What follows belongs to an exercise in optimizing a design on an open flow for small area, a short achievable clock period and few clock cycles per item; a production flow would make more cautious choices.
Function was not checked in any run shown here: the RTL went through the layout flow alone.
Power is estimated from default activity; no workload was simulated.

==> design.v <==
module jmp (
    input  wire        clk,
    input  wire        rst,           
    input  wire        load,
    input  wire [31:0] load_size,
    input  wire        start,
    input  wire        setq,
    input  wire [7:0]  setq_val,
    output wire        mem_re,
    output wire [31:0] mem_addr,
    input  wire [7:0]  mem_rdata,
    output wire        qt_we,
    output wire [10:0] qt_addr,
    output wire [7:0]  qt_wdata,
    output wire [15:0] status,
    output wire [31:0] size_o,
    output wire [7:0]  qfactor,
    output wire [31:0] offset_o,
    output wire [7:0]  width_blocks,
    output wire [7:0]  height_blocks,
    output wire [7:0]  type_o,
    output wire        precision,
    output wire [15:0] restart_interval,
    output wire [31:0] header_len,
    output wire [31:0] scan_off,
    output wire [31:0] scan_len
);
    localparam [2:0] ST_IDLE  = 3'd0,
                     ST_BUSY  = 3'd1,
                     ST_OK    = 3'd2,
                     ST_FAIL  = 3'd3,
                     ST_FAULT = 3'd4;
    localparam [5:0] C_NO_SOF        = 6'h10,
                     C_NO_DQT        = 6'h11,
                     C_ZERO_BLOCKS   = 6'h12,
                     C_SOF_SHORT     = 6'h13,
                     C_SOF_LENGTH    = 6'h14,
                     C_SOF_PRECISION = 6'h15,
                     C_SOF_DIMENSION = 6'h16,
                     C_SOF_NCOMP     = 6'h17,
                     C_SOF_SAMP_1ST  = 6'h18,
                     C_SOF_SAMP_OTH  = 6'h19,
                     C_SOF_QT_MISM   = 6'h1A,
                     C_SOF_REPEATED  = 6'h20,
                     C_SOS_TRUNC     = 6'h21,
                     C_SCAN_BEYOND   = 6'h22;
    localparam [4:0] S_SEARCH = 5'd0,    
                     S_CODE   = 5'd1,    
                     S_LHI    = 5'd2,    
                     S_LLO    = 5'd3,    
                     S_DQH    = 5'd4,    
                     S_DQT    = 5'd5,    
                     S_DQEND  = 5'd6,    
                     S_DQE2   = 5'd7,    
                     S_DRI2   = 5'd8,    
                     S_DRI3   = 5'd9,    
                     S_FIN0   = 5'd10,   
                     S_FIN    = 5'd11,   
                     S_FINS   = 5'd12,   
                     S_DQE0   = 5'd13,   
                     S_REJ    = 5'd14,   
                     S_RSR    = 5'd15,   
                     S_SOF2   = 5'd16;   
    localparam [2:0] K_SKIP = 3'd0,
                     K_SOF  = 3'd1,
                     K_DQT  = 3'd2,
                     K_DRI  = 3'd3,
                     K_SOS  = 3'd4;
    reg [2:0]  st;
    reg [5:0]  cause;
    reg [31:0] size;
    reg [7:0]  qf;
    reg [31:0] offset;
    reg        sof_found, dqt_found, sos_found, dri_found, eoi_seen;
    reg [7:0]  wb, hb;
    reg        t422;       
    reg        prec;
    reg [15:0] ri;
    reg [31:0] sl;
    reg        bsy;        
    reg [4:0]  ph;
    reg [2:0]  kind;
    reg [31:0] a;          
    reg [15:0] len;        
    reg [10:0] qa;         
    reg        fj;         
    reg        ci;         
    reg        wr;         
    reg        l_lt2, l_is2, l_lt17, l_is4, l_is17, l_lt4;
    reg        f_ff, f_c0, f_skp, f_da, f_db, f_dd, f_d9;    
    reg        f_idf, f_128;                                 
    reg        f_08, f_03, f_11, f_2x, f_hz, f_gtf8, f_z;    
    reg        f_eqq;                                        
    reg [7:0]  d;          
    reg        p_live, p_v, p_b6;             
    reg [3:0]  p_or7;
    reg        d_live, d_v, d_f64, d_f128;    
    wire [32:0] cmp   = {1'b0, size} + {1'b0, ~a} + {32'd0, ci};
    wire        cmp_c = cmp[32];
    wire [8:0]  pp_m;
    wire [16:0] off_h1;
    jmp_add #(.W(8))  u_ppm (.a(offset[15:8]),  .b(mem_rdata), .ci(1'b0), .s(pp_m));
    jmp_add #(.W(16)) u_oh1 (.a(offset[31:16]), .b(16'd0),     .ci(1'b1), .s(off_h1));
    wire [31:0] pp = {pp_m[8] ? off_h1[15:0] : offset[31:16], pp_m[7:0], offset[7:0]};
    wire        pp_load = bsy && (ph == S_CODE || (ph == S_LHI && !d_live));
    wire [8:0]  jp_lo;
    wire [32:0] sl_h1;
    jmp_add #(.W(8))  u_jlo (.a(sl[7:0]),         .b(mem_rdata), .ci(1'b0), .s(jp_lo));
    jmp_add #(.W(32)) u_sh1 (.a({8'd0, sl[31:8]}), .b(32'd0),    .ci(1'b1), .s(sl_h1));
    wire [31:0] jp = {jp_lo[8] ? sl_h1[23:0] : sl[31:8], jp_lo[7:0]};
    wire [32:0] a_inc;
    jmp_add #(.W(32)) u_inc (.a(a), .b(32'd0), .ci(1'b1), .s(a_inc));
    wire [15:0] lpin = {d, mem_rdata};
    wire        hd128   = f_128;
    wire        r_ge67  = (|len[15:7]) | (len[6] & ((|len[5:2]) | (len[1] & len[0])));
    wire        r_ge131 = (|len[15:8]) | (len[7] & ((|len[6:2]) | (len[1] & len[0])));
    wire        dq_fit  = hd128 ? (r_ge131 & d_f128) : (r_ge67 & d_f64);
    wire        dq_last = prec ? (&qa[6:0]) : (&qa[5:0]);
    wire        pend = (cause == 6'd0);
    wire        fin_ok    = sof_found && dqt_found && wb != 8'd0 && hb != 8'd0;
    wire [2:0]  fin_st    = fin_ok ? ST_OK : ST_FAIL;
    wire [5:0]  fin_cause = !sof_found ? C_NO_SOF :
                            !dqt_found ? C_NO_DQT :
                            fin_ok     ? 6'd0     : C_ZERO_BLOCKS;
    reg         jump;      
    reg         jump1;     
    reg         hold;      
    reg         a_zero;    
    always @(*) begin
        jump   = 1'b0;
        jump1  = 1'b0;
        hold   = 1'b0;
        a_zero = 1'b0;
        case (ph)
        S_LHI:    if (d_live && (kind == K_SKIP || kind == K_SOS)) jump1 = 1'b1;
        S_LLO:    if (kind == K_SOS) hold = 1'b1;
        S_DQE0:   jump = 1'b1;
        S_DQEND:  hold = 1'b1;
        S_REJ:    jump = 1'b1;
        S_RSR:    jump = 1'b1;
        S_FIN0:   begin jump = 1'b1; a_zero = 1'b1; end
        S_FIN, S_FINS: hold = 1'b1;
        default: ;
        endcase
    end
    always @(posedge clk) begin
        d      <= mem_rdata;
        f_ff   <= (mem_rdata == 8'hFF);
        f_c0   <= (mem_rdata == 8'hC0);
        f_skp  <= (mem_rdata == 8'hC4 || mem_rdata == 8'hFE || mem_rdata[7:4] == 4'hE);
        f_da   <= (mem_rdata == 8'hDA);
        f_db   <= (mem_rdata == 8'hDB);
        f_dd   <= (mem_rdata == 8'hDD);
        f_d9   <= (mem_rdata == 8'hD9);
        f_idf  <= (mem_rdata[3:0] == 4'hF);
        f_128  <= (mem_rdata[7:4] != 4'd0);
        f_08   <= (mem_rdata == 8'd8);
        f_03   <= (mem_rdata == 8'd3);
        f_11   <= (mem_rdata == 8'h11);
        f_2x   <= (mem_rdata == 8'h21 || mem_rdata == 8'h22);
        f_hz   <= (mem_rdata[7:3] == 5'd0);
        f_gtf8 <= (mem_rdata > 8'hF8);
        f_z    <= (mem_rdata == 8'd0);
        f_eqq  <= (mem_rdata == qa[7:0]);
        p_live <= bsy && !jump && !jump1 && !hold;
        p_v    <= cmp_c;
        p_b6   <= cmp[6];
        p_or7  <= {|cmp[31:24], |cmp[23:16], |cmp[15:8], cmp[7]};
        d_live <= p_live && !jump;
        d_v    <= p_v;
        d_f64  <= p_v && ((|p_or7) || p_b6);
        d_f128 <= p_v && (|p_or7);
    end
    always @(posedge clk) begin
        if (ci)
            sl <= cmp[31:0];
        else if (pp_load)
            sl <= pp;
    end
    always @(posedge clk) begin
        if (rst) begin
            st   <= ST_IDLE;
            bsy  <= 1'b0;
            size <= 32'd0;
            qf   <= 8'd255;
            ph   <= S_SEARCH;
            ci   <= 1'b0;
            wr   <= 1'b0;
        end else if (!bsy) begin
            if (load) begin
                if (~&load_size[31:16] || ~|load_size[15:0]) begin
                    size <= load_size;
                    st   <= ST_IDLE;
                end
            end else if (start) begin
                st        <= ST_BUSY;
                bsy       <= 1'b1;
                ph        <= S_SEARCH;
                cause     <= 6'd0;
                offset    <= 32'd0;
                a         <= 32'd0;
                fj        <= 1'b1;
                sof_found <= 1'b0;
                dqt_found <= 1'b0;
                sos_found <= 1'b0;
                dri_found <= 1'b0;
                eoi_seen  <= 1'b0;
                prec      <= 1'b0;
                ri        <= 16'd0;
            end else if (setq) begin
                qf <= setq_val;
            end
        end else begin
            ci <= 1'b0;
            if (jump)
                a <= a_zero ? 32'd0 : offset;
            else if (jump1)
                a <= jp;
            else if (!hold)
                a <= a_inc[31:0];
            case (ph)
            S_SEARCH: begin
                if (d_live) begin
                    fj <= 1'b0;
                    if (!d_v) begin
                        if (!fj)
                            offset <= size;
                        ph <= S_FIN0;
                    end else if (f_ff) begin
                        offset <= a;             
                        ph     <= S_CODE;
                    end
                end
            end
            S_CODE: begin
                ph <= S_LHI;
                if (!d_v) begin
                    offset <= size;
                    ph     <= S_FIN0;
                end else if (f_c0) begin
                    kind <= K_SOF;
                    if (sof_found) begin
                        st    <= ST_FAULT;
                        bsy   <= 1'b0;
                        cause <= C_SOF_REPEATED;
                    end
                end else if (f_skp) begin
                    kind <= K_SKIP;
                end else if (f_da) begin
                    kind <= K_SOS;
                end else if (f_db) begin
                    kind      <= K_DQT;
                    dqt_found <= 1'b1;
                end else if (f_dd) begin
                    kind <= K_DRI;
                end else begin
                    if (f_d9)
                        eoi_seen <= 1'b1;
                    ph <= S_SEARCH;
                end
            end
            S_LHI: begin
                if (d_live) begin
                    len[15:8] <= d;
                    ph        <= S_LLO;
                    l_lt2     <= (lpin < 16'd2);
                    l_is2     <= (lpin == 16'd2);
                    l_lt17    <= (lpin < 16'd17);
                    l_is4     <= (lpin == 16'd4);
                    l_is17    <= (lpin == 16'd17);
                    l_lt4     <= (lpin < 16'd4);
                    if (kind == K_DQT)
                        offset <= jp;
                    if (kind == K_SOS)
                        ci <= 1'b1;
                end
            end
            S_LLO: begin
                len[7:0] <= d;
                case (kind)
                K_SKIP: begin
                    if (!d_v) begin
                        offset <= size;
                        ph     <= S_FIN0;
                    end else begin
                        offset <= a;             
                        fj     <= 1'b1;
                        ph     <= S_SEARCH;
                    end
                end
                K_SOS: begin
                    if (!d_v) begin
                        st    <= ST_FAULT;
                        bsy   <= 1'b0;
                        cause <= C_SOS_TRUNC;
                    end else begin
                        ph <= S_FINS;
                    end
                end
                K_DQT: begin
                    if (!d_v || l_lt2) begin
                        offset <= size;
                        ph     <= S_FIN0;
                    end else begin
                        ph <= l_is2 ? S_SEARCH : S_DQH;
                    end
                end
                K_DRI: ph <= S_DRI2;
                default: begin       
                    if (l_lt17)
                        cause <= C_SOF_LENGTH;
                    ph <= S_SOF2;
                end
                endcase
            end
            S_DQH: begin
                if (!d_v) begin
                    offset <= size;
                    ph     <= S_FIN0;
                end else if (f_idf || !dq_fit) begin
                    ph <= S_DQE0;
                end else begin
                    qa   <= hd128 ? {d[3:0], 7'd0} : {1'b0, d[3:0], 6'd0};
                    prec <= hd128;
                    len  <= len - 16'd1;
                    ph   <= S_DQT;
                    wr   <= 1'b1;
                end
            end
            S_DQT: begin
                qa  <= qa + 11'd1;
                len <= len - 16'd1;
                if (dq_last) begin
                    ph <= (len == 16'd3) ? S_SEARCH : S_DQH;
                    wr <= 1'b0;
                end
            end
            S_DQE0: begin                    
                ph <= S_DQEND;
                ci <= 1'b1;
            end
            S_DQEND: ph <= S_DQE2;   
            S_REJ: begin                     
                kind <= K_SKIP;
                ph   <= S_LHI;
            end
            S_RSR: begin                     
                fj <= 1'b1;
                ph <= S_SEARCH;
            end
            S_FIN0: begin                    
                ph <= S_FIN;
                ci <= 1'b1;
            end
            S_DQE2: begin
                if (!p_v) begin
                    offset <= size;
                    ph     <= S_FIN0;
                end else begin
                    fj <= 1'b1;                  
                    ph <= S_SEARCH;
                end
            end
            S_DRI2: begin
                qa[7:0] <= d;
                ph      <= S_DRI3;
            end
            S_DRI3: begin
                ph <= S_SEARCH;
                if (!d_v || l_lt4) begin
                    ph <= S_RSR;                 
                end else begin
                    ri        <= {qa[7:0], d};
                    dri_found <= ({qa[7:0], d} != 16'd0);
                    if (!l_is4)
                        ph <= S_REJ;             
                end
            end
            S_FIN: begin
                bsy   <= 1'b0;
                st    <= fin_st;
                cause <= fin_cause;
            end
            S_FINS: begin
                bsy <= 1'b0;
                if (!p_v) begin
                    st    <= ST_FAULT;
                    cause <= C_SCAN_BEYOND;
                end else begin
                    sos_found <= 1'b1;
                    st        <= fin_st;
                    cause     <= fin_cause;
                end
            end
            default: begin
                ph <= ph + 5'd1;
                case (ph[3:0])
                5'd0: if (pend && !f_08) cause <= C_SOF_PRECISION;
                5'd1: begin
                    hb[7:5] <= d[2:0];
                    if (pend && !f_hz) cause <= C_SOF_DIMENSION;
                end
                5'd2: begin
                    hb[4:0] <= d[7:3];
                    if (pend && ((hb[7:5] == 3'd7 && f_gtf8) ||
                                 (hb[7:5] == 3'd0 && f_z)))
                        cause <= C_SOF_DIMENSION;
                end
                5'd3: begin
                    wb[7:5] <= d[2:0];
                    if (pend && !f_hz) cause <= C_SOF_DIMENSION;
                end
                5'd4: begin
                    wb[4:0] <= d[7:3];
                    if (pend && ((wb[7:5] == 3'd7 && f_gtf8) ||
                                 (wb[7:5] == 3'd0 && f_z)))
                        cause <= C_SOF_DIMENSION;
                end
                5'd5: if (pend && !f_03) cause <= C_SOF_NCOMP;
                5'd7: begin
                    t422 <= d[1];
                    if (pend && !f_2x) cause <= C_SOF_SAMP_1ST;
                end
                5'd10: if (pend && !f_11) cause <= C_SOF_SAMP_OTH;
                5'd11: qa[7:0] <= d;
                5'd13: if (pend && !f_11) cause <= C_SOF_SAMP_OTH;
                5'd14: begin
                    ph <= S_SEARCH;
                    if (!d_v) begin
                        st    <= ST_FAIL;
                        bsy   <= 1'b0;
                        cause <= C_SOF_SHORT;
                    end else if (!pend) begin
                        st  <= ST_FAIL;
                        bsy <= 1'b0;
                    end else if (!f_eqq) begin
                        st    <= ST_FAIL;
                        bsy   <= 1'b0;
                        cause <= C_SOF_QT_MISM;
                    end else begin
                        sof_found <= 1'b1;
                        if (!l_is17)
                            ph <= S_REJ;         
                    end
                end
                default: ;
                endcase
            end
            endcase
        end
    end
    assign mem_re   = bsy;
    assign mem_addr = a;
    assign qt_we    = wr && (st == ST_BUSY) && (qa[10:7] != 4'hF);
    assign qt_addr  = qa;
    assign qt_wdata = d;
    wire show = st[2] | st[1];
    assign status = {2'b00, cause & {6{show}},
                     {eoi_seen, dri_found, sos_found, dqt_found, sof_found} & {5{show}},
                     st};
    assign size_o           = size;
    assign qfactor          = qf;
    assign offset_o         = offset;
    assign width_blocks     = wb;
    assign height_blocks    = hb;
    assign type_o           = {1'b0, dri_found, 5'd0, t422};
    assign precision        = prec;
    assign restart_interval = ri;
    assign header_len       = a;
    assign scan_off         = a;
    assign scan_len         = sl;
endmodule
module jmp_add #(parameter W = 32) (
    input  wire [W-1:0] a,
    input  wire [W-1:0] b,
    input  wire         ci,
    output wire [W:0]   s
);
    localparam L = (W <= 8) ? 3 : (W <= 16) ? 4 : 5;    
    wire [W-1:0] p0 = a ^ b;
    wire [W-1:0] g0 = (a & b) | {{(W-1){1'b0}}, p0[0] & ci};
    wire [W-1:0] gu [0:L];
    wire [W-1:0] pu [0:L];
    assign gu[0] = g0;
    assign pu[0] = p0;
    genvar k, i;
    generate
        for (k = 0; k < L; k = k + 1) begin : up
            for (i = 0; i < W; i = i + 1) begin : b
                if (((i + 1) % (2 << k)) == 0) begin : c
                    assign gu[k+1][i] = gu[k][i] | (pu[k][i] & gu[k][i - (1 << k)]);
                    assign pu[k+1][i] = pu[k][i] & pu[k][i - (1 << k)];
                end else begin : n
                    assign gu[k+1][i] = gu[k][i];
                    assign pu[k+1][i] = pu[k][i];
                end
            end
        end
    endgenerate
    wire [W-1:0] gd [0:L];
    assign gd[0] = gu[L];
    generate
        for (k = 0; k < L; k = k + 1) begin : dn
            for (i = 0; i < W; i = i + 1) begin : b
                if ((L - 2 - k) >= 0 && i >= (3 << (L - 2 - k)) - 1 &&
                    ((i + 1 - (1 << (L - 2 - k))) % (2 << (L - 2 - k))) == 0) begin : c
                    assign gd[k+1][i] = gd[k][i] | (pu[L][i] & gd[k][i - (1 << (L - 2 - k))]);
                end else begin : n
                    assign gd[k+1][i] = gd[k][i];
                end
            end
        end
    endgenerate
    wire [W-1:0] c = gd[L];             
    assign s = {c[W-1], p0 ^ {c[W-2:0], ci}};
endmodule
==> flow/run.sh <==
#!/bin/bash
# The standard layout (the standard.sh: standard synthesis, floorplan, place, CTS, route,
# finish), with the I/O port buffers made from sky130_fd_sc_hd__buf_1 instead of the default
# cell buffer_ports picks. Every port still gets its own buffer.
set -euo pipefail
bash standard.sh "BUFFER_PORTS_ARGS=-buffer_cell sky130_fd_sc_hd__buf_1" finish > standard_make.log 2>&1
==> standard.sh <==
#!/bin/bash
# synth_recipe.tcl (not shown) runs the flow's synth.tcl, then flattens the netlist and writes it again
# the make line also repeats each setting of config.mk as NAME=value (left out here)
make -C /OpenROAD-flow-scripts/flow DESIGN_CONFIG=/design/flow/config.mk WORK_HOME=/design/flow/orfs CLKGATE_MAP_FILE= SYNTH_SCRIPT=/design/flow/synth_recipe.tcl "${@:-finish}"
==> config.mk <==
export PLATFORM = sky130hd
export DESIGN_NAME = jmp
export DESIGN_NICKNAME = jmp
export VERILOG_FILES = /design/flow/design.v
export SDC_FILE = /design/flow/constraint.sdc
export NUM_CORES = 4
export LEC_CHECK = 0
export CAP_MARGIN = 20
export CORE_MARGIN = 2
export CORE_UTILIZATION = 55
export CTS_BUF_LIST = sky130_fd_sc_hd__clkbuf_8
export PLACE_DENSITY = 0.65
export SETUP_SLACK_MARGIN = 4.3
export SLEW_MARGIN = 20
==> constraint.sdc <==
create_clock -name core_clock -period 8.0 [get_ports {clk}]
set_input_delay 1.6000 -clock core_clock [delete_from_list [all_inputs] [get_ports {clk}]]
set_output_delay 1.6000 -clock core_clock [all_outputs]
set_load 0.01 [all_outputs]
==> results of run 1 <==
[what timing repair did]
| item | 4_1_cts | 5_1_grt |
|---|---|---|
| pin swaps | 9 | 17 |
| gates resized for setup | 31 | 34 |
| gates cloned | 1 | 0 |
| setup buffers | 18 | 12 |
| hold buffers | 0 | 0 |
| setup endpoints to repair | 174 | 65 |
[final timing paths]
path	from	cells past startpoint	slack (ps)	to
hold reg to reg	p_b6	1	430	d_f64
setup reg to reg	a[0]	15	4370	p_or7[2]
setup / recovery	a[0]	15	4370	p_or7[2]
hold / removal	p_b6	1	430	d_f64
[power by group through the flow]
stage,combinational [mW],clock [mW],sequential (mW)
3_5_place_dp,0.638,0,1.65
5_1_grt,0.760,1.29,1.63
3_3_place_gp,0.631,0,1.65
6_report,0.702,1.21,1.62
2_1_floorplan,0.444,0,1.64
4_1_cts,0.675,1.22,1.62
[kinds of logic after synthesis]
logic type      Yosys count
mux                      87
buf+inv                 246
other cells               1
fa+ha+maj               100
xor+xnor                 97
compound gates          402
simple gates            656
flops                   265
[flip-flops by register name, indices dropped and copies added (netlist names), 3 cells and up]
name	flops
a	32
cause	6
d	8
hb	8
kind	3
len	16
offset	32
p_or7	4
ph	5
qa	11
qf	8
ri	16
size	32
sl	32
st	3
wb	8
[synthesized netlist by cell type, types with 5 or more instances]
cell type	instances	share of area, %
sky130_fd_sc_hd__a211o_1	10	0.51
sky130_fd_sc_hd__a211oi_1	16	0.70
sky130_fd_sc_hd__a21o_1	12	0.53
sky130_fd_sc_hd__a21oi_1	129	3.8
sky130_fd_sc_hd__a221oi_1	18	0.92
sky130_fd_sc_hd__a222oi_1	15	0.88
sky130_fd_sc_hd__a31oi_1	18	0.66
sky130_fd_sc_hd__and2_1	25	0.92
sky130_fd_sc_hd__and3_1	48	1.8
sky130_fd_sc_hd__and4_1	7	0.36
sky130_fd_sc_hd__buf_1	7	0.15
sky130_fd_sc_hd__buf_4	74	3.3
sky130_fd_sc_hd__clkbuf_1	77	1.7
sky130_fd_sc_hd__dfxtp_1	87	10
sky130_fd_sc_hd__edfxtp_1	178	31
sky130_fd_sc_hd__fa_1	9	1.1
sky130_fd_sc_hd__ha_1	91	6.7
sky130_fd_sc_hd__inv_1	80	1.8
sky130_fd_sc_hd__mux2_2	16	1.1
sky130_fd_sc_hd__mux2i_1	71	4.2
sky130_fd_sc_hd__nand2_1	167	3.7
sky130_fd_sc_hd__nand2b_1	15	0.55
sky130_fd_sc_hd__nand3_1	44	1.3
sky130_fd_sc_hd__nand4_1	15	0.55
sky130_fd_sc_hd__nor2_1	202	4.4
sky130_fd_sc_hd__nor2b_1	35	1.3
sky130_fd_sc_hd__nor3_1	50	1.5
sky130_fd_sc_hd__nor4_1	12	0.44
sky130_fd_sc_hd__nor4b_1	5	0.26
sky130_fd_sc_hd__o211ai_1	10	0.44
sky130_fd_sc_hd__o21a_1	9	0.40
sky130_fd_sc_hd__o21ai_0	98	2.9
sky130_fd_sc_hd__o21bai_1	5	0.22
sky130_fd_sc_hd__o22ai_1	5	0.18
sky130_fd_sc_hd__o31ai_1	7	0.31
sky130_fd_sc_hd__or2_2	6	0.22
sky130_fd_sc_hd__or3_1	9	0.33
sky130_fd_sc_hd__or4_1	6	0.26
sky130_fd_sc_hd__xnor2_1	73	3.7
sky130_fd_sc_hd__xor2_1	24	1.2
[metal layers]
| layer | global-route usage [%] | part of all wire (%) |
|---|---|---|
| met3 | 4.91 | 9.1 |
| met2 | 57.7 | 47 |
| met1 | 45.8 | 40 |
| met4 | 13.5 | 3.9 |
| met5 | 0 | 0 |
[final cells by class]
class | instances | area, µm²
Multi-Input combinational cell | 1351 | 9150
Antenna cell | 1 | 2.50
Clock inverter | 30 | 153
Timing Repair Buffer | 373 | 1660
Fill cell | 2690 | 11000
Tap cell | 396 | 495
Sequential cell | 265 | 7090
Clock buffer | 54 | 743
Inverter | 82 | 308
==> flow_metrics.env, run 1 <==
export IMPL_yosys_mux_area_fraction_pct=5.22
export IMPL_final_cell_area_mm2=0.0196
export IMPL_yosys_register_bits=265
export IMPL_critical_path_slowest_cell="sky130_fd_sc_hd__or4b_1"
export IMPL_post_synth_and_or_nand_nor_area_fraction_pct=18.3
export IMPL_grt_setup_unrepaired="yes"
export IMPL_timing_critical_path_to_type="flip-flop"
export IMPL_grt_total_usage_pct=34.6
export IMPL_post_route_period_util_pct=45.3
export IMPL_synth_instances=1854
export IMPL_vdd_ir_max_uv=127
export IMPL_final_setup_worst_slack_ps=4370
export IMPL_timing_clock_skew_ps=35.3
export IMPL_power_static_leakage_nw=7.62
export IMPL_insertion_delay_ps=590
export IMPL_die_h_um=180
export IMPL_status="finished clean"
export IMPL_synth_top_family_by_area="simple AND/OR/NAND/NOR gates"
export IMPL_vias=15600
export IMPL_top_level_ports=331
export IMPL_fp_dieW_um=180
export IMPL_final_layout_size_suffix_gt1_share_pct=10.0
export IMPL_cp_common_cell="sky130_fd_sc_hd__buf_4"
export IMPL_slowest_delay_ps=570
export IMPL_pin_count_of_the_biggest_net_entering_global_routing=61
export IMPL_critPathKind="flip-flop to flip-flop"
export IMPL_drc=0
export IMPL_report_final_slew_viol_count=0
export IMPL_die_area_mm2=0.0325
export IMPL_crit_path_max_fo=6
export IMPL_dp_cells=2436
export IMPL_setup_violations_final=0
export IMPL_cts_reportedPaths_clkPinSlew_ps=70
export IMPL_cts_sinks=265
export IMPL_synth_avg_cell_area_um2=9.21
export IMPL_hold_worst_slack_ps=430
export IMPL_synth_async_reset_ratio_pct=0
export IMPL_synth_edf_count=178
export IMPL_share_comb_of_total_power_pct=19.8
export IMPL_most_frequent_standard_cell_in_the_layout_excluding_fill_and_tap_cells="sky130_fd_sc_hd__buf_1"
export IMPL_most_common_layout_cells="sky130_fd_sc_hd__buf_1, sky130_fd_sc_hd__nor2_1, sky130_fd_sc_hd__edfxtp_1, sky130_fd_sc_hd__nand2_1, sky130_fd_sc_hd__a21oi_1"
export IMPL_cts_root_to_sink_buffers=3
export IMPL_synth_cell_area_mm2=0.0171
export IMPL_num_nets_final=2271
export IMPL_timing_critical_path_from_type="flip-flop"
export IMPL_cp_top_family="simple AND/OR/NAND/NOR gates"
export IMPL_tightest_slew_ps=1030
export IMPL_worstPathArrival_ps=4070
export IMPL_coreArea_mm2=0.0306
export IMPL_clk_root_buffer_cell="sky130_fd_sc_hd__clkbuf_8"
export IMPL_stdcell_count=2552
export IMPL_synth_compound_area_share_pct=15.1
export IMPL_cts_tree="yes"
export IMPL_required_ps=8450
export IMPL_h_tree_lvls=2
export IMPL_maxCapViolations=0
export IMPL_dominantRegCellSynth="sky130_fd_sc_hd__edfxtp_1"
export IMPL_firstDrtPassIters=7
export IMPL_grt_pass1_wl_um=87700
export IMPL_dp_slack_ps=2820
export IMPL_dpl_instance_area_mm2=0.0182
export IMPL_netSwitchingPower_mw=1.11
export IMPL_clock_power_share_pct=34.3
export IMPL_drt_first_iter_violations=1590
export IMPL_maximum_clock_frequency_ghz=0.276
export IMPL_num_rows=64
export IMPL_utilization_pct=64.1
export IMPL_post_route_min_period_ps=3630
export IMPL_xor_xnor_fraction_of_synth_area_pct=4.98
export IMPL_routed_via_density=6.12
export IMPL_sw_ratio_pct=31.5
export IMPL_gp_congestion=0.940
export IMPL_holdCritPathClass="flip-flop to flip-flop"
export IMPL_layout_area_overhead_vs_synth_pct=14.9
export IMPL_final_hold_viol_count=0
export IMPL_port_buffers=322
export IMPL_cellInternalPower_mw=2.42
export IMPL_yosysSeqAreaShare_pct=41.5
export IMPL_totalNegativeSetupSlack_ps=0
export IMPL_crit_path_cell_trace="buf_4, inv_2, ha_4, a21oi_4, fa_2, nor2b_1, o31ai_2, a211oi_2, o311a_4, buf_4, nand4_1, nand3b_1, xnor2_1, nand3_1, or4b_1"
export IMPL_start_util_pct=55.8
export IMPL_cts_inserted_buffers=45
export IMPL_grt_pass1_vias=15000
export IMPL_slew_headroom_pct=31.3
export IMPL_dp_hpwl_um=40200
export IMPL_ys_types=79
export IMPL_grt_overflow_total=0
export IMPL_synthesis_yosys_warnings=4
export IMPL_worst_path_buf_inv=3
export IMPL_wirelength_um=57800
export IMPL_antenna_found_initial=2
export IMPL_antenna_left=0
export IMPL_drt_wirelength_per_cell_um=22.6
export IMPL_post_synth_fa_ha_maj_area_fraction_pct=7.73
export IMPL_seq_power_share_pct=45.8
export IMPL_pwr_density_cell_mw_per_mm2=180
export IMPL_report_power_total_mw=3.54
==> inputs of run 2 (changes only) <==
--- a/config.mk
+++ b/config.mk
@@ -11,4 +11,5 @@
 export CTS_BUF_LIST = sky130_fd_sc_hd__clkbuf_8
 export PLACE_DENSITY = 0.65
-export SETUP_SLACK_MARGIN = 4.3
+export SETUP_SLACK_MARGIN = 4.6
 export SLEW_MARGIN = 20
+export TNS_END_PERCENT = 0
==> flow_metrics.env, run 2 <==
export IMPL_status="finished clean"
export IMPL_die_area_mm2=0.0325
export IMPL_synth_edf_count=178
export IMPL_maximum_clock_frequency_ghz=0.274
export IMPL_critPathKind="flip-flop to flip-flop"
export IMPL_crit_path_max_fo=20
export IMPL_timing_critical_path_from_type="flip-flop"
export IMPL_dp_hpwl_um=39500
export IMPL_antenna_found_initial=0
export IMPL_h_tree_lvls=2
export IMPL_power_static_leakage_nw=7.65
export IMPL_ff2ff_setup_slack_ps=4350
export IMPL_whs_endpoint="d_f64"
export IMPL_holdCritPathClass="flip-flop to flip-flop"
export IMPL_hold_start="p_b6"
export IMPL_cts_sinks=265
export IMPL_coreArea_mm2=0.0306
export IMPL_count_leader_synth="sky130_fd_sc_hd__nor2_1"
export IMPL_dominantRegCellSynth="sky130_fd_sc_hd__edfxtp_1"
export IMPL_synth_avg_cell_area_um2=9.21
export IMPL_grt_pass1_vias=14800
export IMPL_drc=0
export IMPL_tightest_slew_ps=1040
export IMPL_dominant_cells_by_area_after_synthesis="sky130_fd_sc_hd__edfxtp_1, sky130_fd_sc_hd__dfxtp_1, sky130_fd_sc_hd__ha_1, sky130_fd_sc_hd__nor2_1, sky130_fd_sc_hd__mux2i_1"
export IMPL_antenna_left=0
export IMPL_most_common_layout_cells="sky130_fd_sc_hd__buf_1, sky130_fd_sc_hd__nor2_1, sky130_fd_sc_hd__edfxtp_1, sky130_fd_sc_hd__nand2_1, sky130_fd_sc_hd__a21oi_1"
export IMPL_insertion_delay_ps=600
export IMPL_combined_area_of_the_multi_input_logic_cells_mm2=0.00915
export IMPL_dpl_instance_area_mm2=0.0182
export IMPL_cts_hold_repair_buffers=0
export IMPL_cts_tree="yes"
export IMPL_synth_instances=1854
export IMPL_vias=15700
export IMPL_num_rows=64
export IMPL_routed_via_density=6.18
export IMPL_final_layout_size_suffix_gt1_share_pct=9.94
export IMPL_cts_root_to_sink_buffers=3
export IMPL_worstRegToRegCells=10
export IMPL_synthDominantCellAreaShare_pct=31.3
export IMPL_yosysTopAreaCell="sky130_fd_sc_hd__edfxtp_1"
export IMPL_dp_slack_ps=2890
export IMPL_required_ps=8240
export IMPL_timing_critical_path_to_type="flip-flop"
export IMPL_num_nets_final=2268
export IMPL_start_util_pct=55.8
export IMPL_r2r_end="a[14]"
export IMPL_most_frequent_standard_cell_in_the_layout_excluding_fill_and_tap_cells="sky130_fd_sc_hd__buf_1"
export IMPL_synth_cell_area_mm2=0.0171
export IMPL_totalNegativeSetupSlack_ps=0
export IMPL_fillerInstances=2652
export IMPL_final_setup_worst_slack_ps=4350
export IMPL_area_sequential_mm2=0.00709
export IMPL_post_route_period_util_pct=45.6
export IMPL_cell_depth_of_the_worst_min_delay_path=1
export IMPL_final_cell_area_mm2=0.0197
export IMPL_pwr_density_cell_mw_per_mm2=186
export IMPL_maxCapViolations=0
export IMPL_worstPathArrival_ps=3880
export IMPL_vdd_ir_max_uv=166
export IMPL_grt_pass1_wl_um=86900
export IMPL_hold_worst_slack_ps=436
export IMPL_layout_area_overhead_vs_synth_pct=15.2
export IMPL_yosysSeqAreaShare_pct=41.5
export IMPL_grt_total_usage_pct=34.2
export IMPL_worstReg2RegStart="ph[0]"
export IMPL_fp_dieW_um=180
export IMPL_firstDrtPassIters=6
export IMPL_drt_first_iter_violations=1797
export IMPL_die_h_um=180
export IMPL_ys_types=79
export IMPL_wirelength_um=57900
export IMPL_dp_cells=2436
export IMPL_synth_async_reset_ratio_pct=0
export IMPL_final_hold_viol_count=0
export IMPL_gp_congestion=0.964
export IMPL_stdcell_count=2550
export IMPL_synth_top_cells_by_count="sky130_fd_sc_hd__nor2_1, sky130_fd_sc_hd__edfxtp_1, sky130_fd_sc_hd__nand2_1"
export IMPL_port_buffers=322
export IMPL_drt_wirelength_per_cell_um=22.7
export IMPL_report_power_total_mw=3.66
export IMPL_report_final_slew_viol_count=0
export IMPL_pin_count_of_the_biggest_net_entering_global_routing=61
export IMPL_top_level_ports=331
export IMPL_utilization_pct=64.3
export IMPL_synthesis_yosys_warnings=4
export IMPL_antenna_cells=0
export IMPL_post_route_min_period_ps=3650
export IMPL_cts_reportedPaths_clkPinSlew_ps=70
export IMPL_worst_setup_path_startpoint="ph[0]"
export IMPL_setup_violations_final=0
export IMPL_grt_setup_unrepaired="yes"
export IMPL_slew_headroom_pct=30.5
export IMPL_timing_clock_skew_ps=35.9
export IMPL_clk_root_buffer_cell="sky130_fd_sc_hd__clkbuf_8"
export IMPL_cts_inserted_buffers=47
export IMPL_grt_overflow_total=0
export IMPL_yosys_register_bits=265
run 2: worst max-delay path, cell delays in order (launching register included):
cell	delay (ps)
sky130_fd_sc_hd__dfxtp_1	360
sky130_fd_sc_hd__inv_1	110
sky130_fd_sc_hd__ha_2	370
sky130_fd_sc_hd__nor2b_2	360
sky130_fd_sc_hd__and2_1	180
sky130_fd_sc_hd__buf_4	380
sky130_fd_sc_hd__nand2_1	230
sky130_fd_sc_hd__nor3_2	570
sky130_fd_sc_hd__nor2_1	180
sky130_fd_sc_hd__a21oi_4	190
sky130_fd_sc_hd__buf_4	380
run 2: cell type report:
class,instances,share of cell area [%]
Inverter,82,1.56
Tap cell,396,2.52
Multi-Input combinational cell,1352,46.5
Clock buffer,59,4.13
Sequential cell,265,36.1
Timing Repair Buffer,367,8.19
Clock inverter,29,1.01
run 2: power by group:
| part | leakage [nW] | internal (mW) | switching, mW | total (mW) |
|---|---|---|---|---|
| combinational | 4.68 | 0.262 | 0.438 | 0.699 |
| sequential | 2.37 | 1.54 | 0.0814 | 1.62 |
| clock | 0.591 | 0.736 | 0.603 | 1.34 |
run 2: what timing repair did:
| item | CTS | global route |
|---|---|---|
| resized for setup | 44 | 19 |
| setup buffers | 20 | 4 |
| pin swaps | 16 | 18 |
| cloned | 2 | 0 |
| endpoints found under the setup margin | 212 | 178 |
run 2: metal layers:
layer,track usage (%),share of wire (%),vias up
met4,12.8,4.0,0
li1,-,-,7158
met1,45.4,40,7481
met3,7.09,10,157
met2,55.5,46,952
met5,0,0,-
run 2: cells by family after synthesis:
logic type / count (synthesis) / synth area share (%)
buf+inv: 246 / 7.12
compound gates: 402 / 15.1
other cells: 1 / 0.0220
fa+ha+maj: 100 / 7.73
flops: 265 / 41.5
mux: 87 / 5.22
xor+xnor: 97 / 4.98
simple gates: 656 / 18.3
run 2: worst max-delay path by stage:
stage / endpoint / cells after the start
floorplan: offset[31] / 13
global placement: offset[12] / 12
detailed placement: offset[12] / 12
CTS: sl[28] / 13
global route: sl[28] / 14
finish: a[14] / 10

## re-timing with driven ports
The flow's constraints put no driver on any port. The routed layouts listed below were extracted and timed again, unchanged, in two steps.
Step 1 assumes that a clkbuf_16 drives the clock port and a buf_2 every other input.
Step 2 also shifts input and output timing later by t, the mid clock arrival at the registers, as if the neighbouring blocks saw the same clock.
a / b / c = no drivers / after step 1 / after step 2; a / b = the first two.
run | t, ns | slack for setup (ns) | hold slack, ns | worst data-port slew with drivers (ns)
run 1 | 0.625 | 4.374 / 4.374 / 3.791 | 0.430 / 0.430 / 0.430 | 0.13
run 2 | 0.631 | 4.354 / 4.354 / 3.728 | 0.436 / 0.436 / 0.436 | 0.08
After both steps setup and hold are still met in every run listed. The setup slack of run 2, which loses most, moves by 0.000 ns with the drivers and by -0.626 ns with both steps.
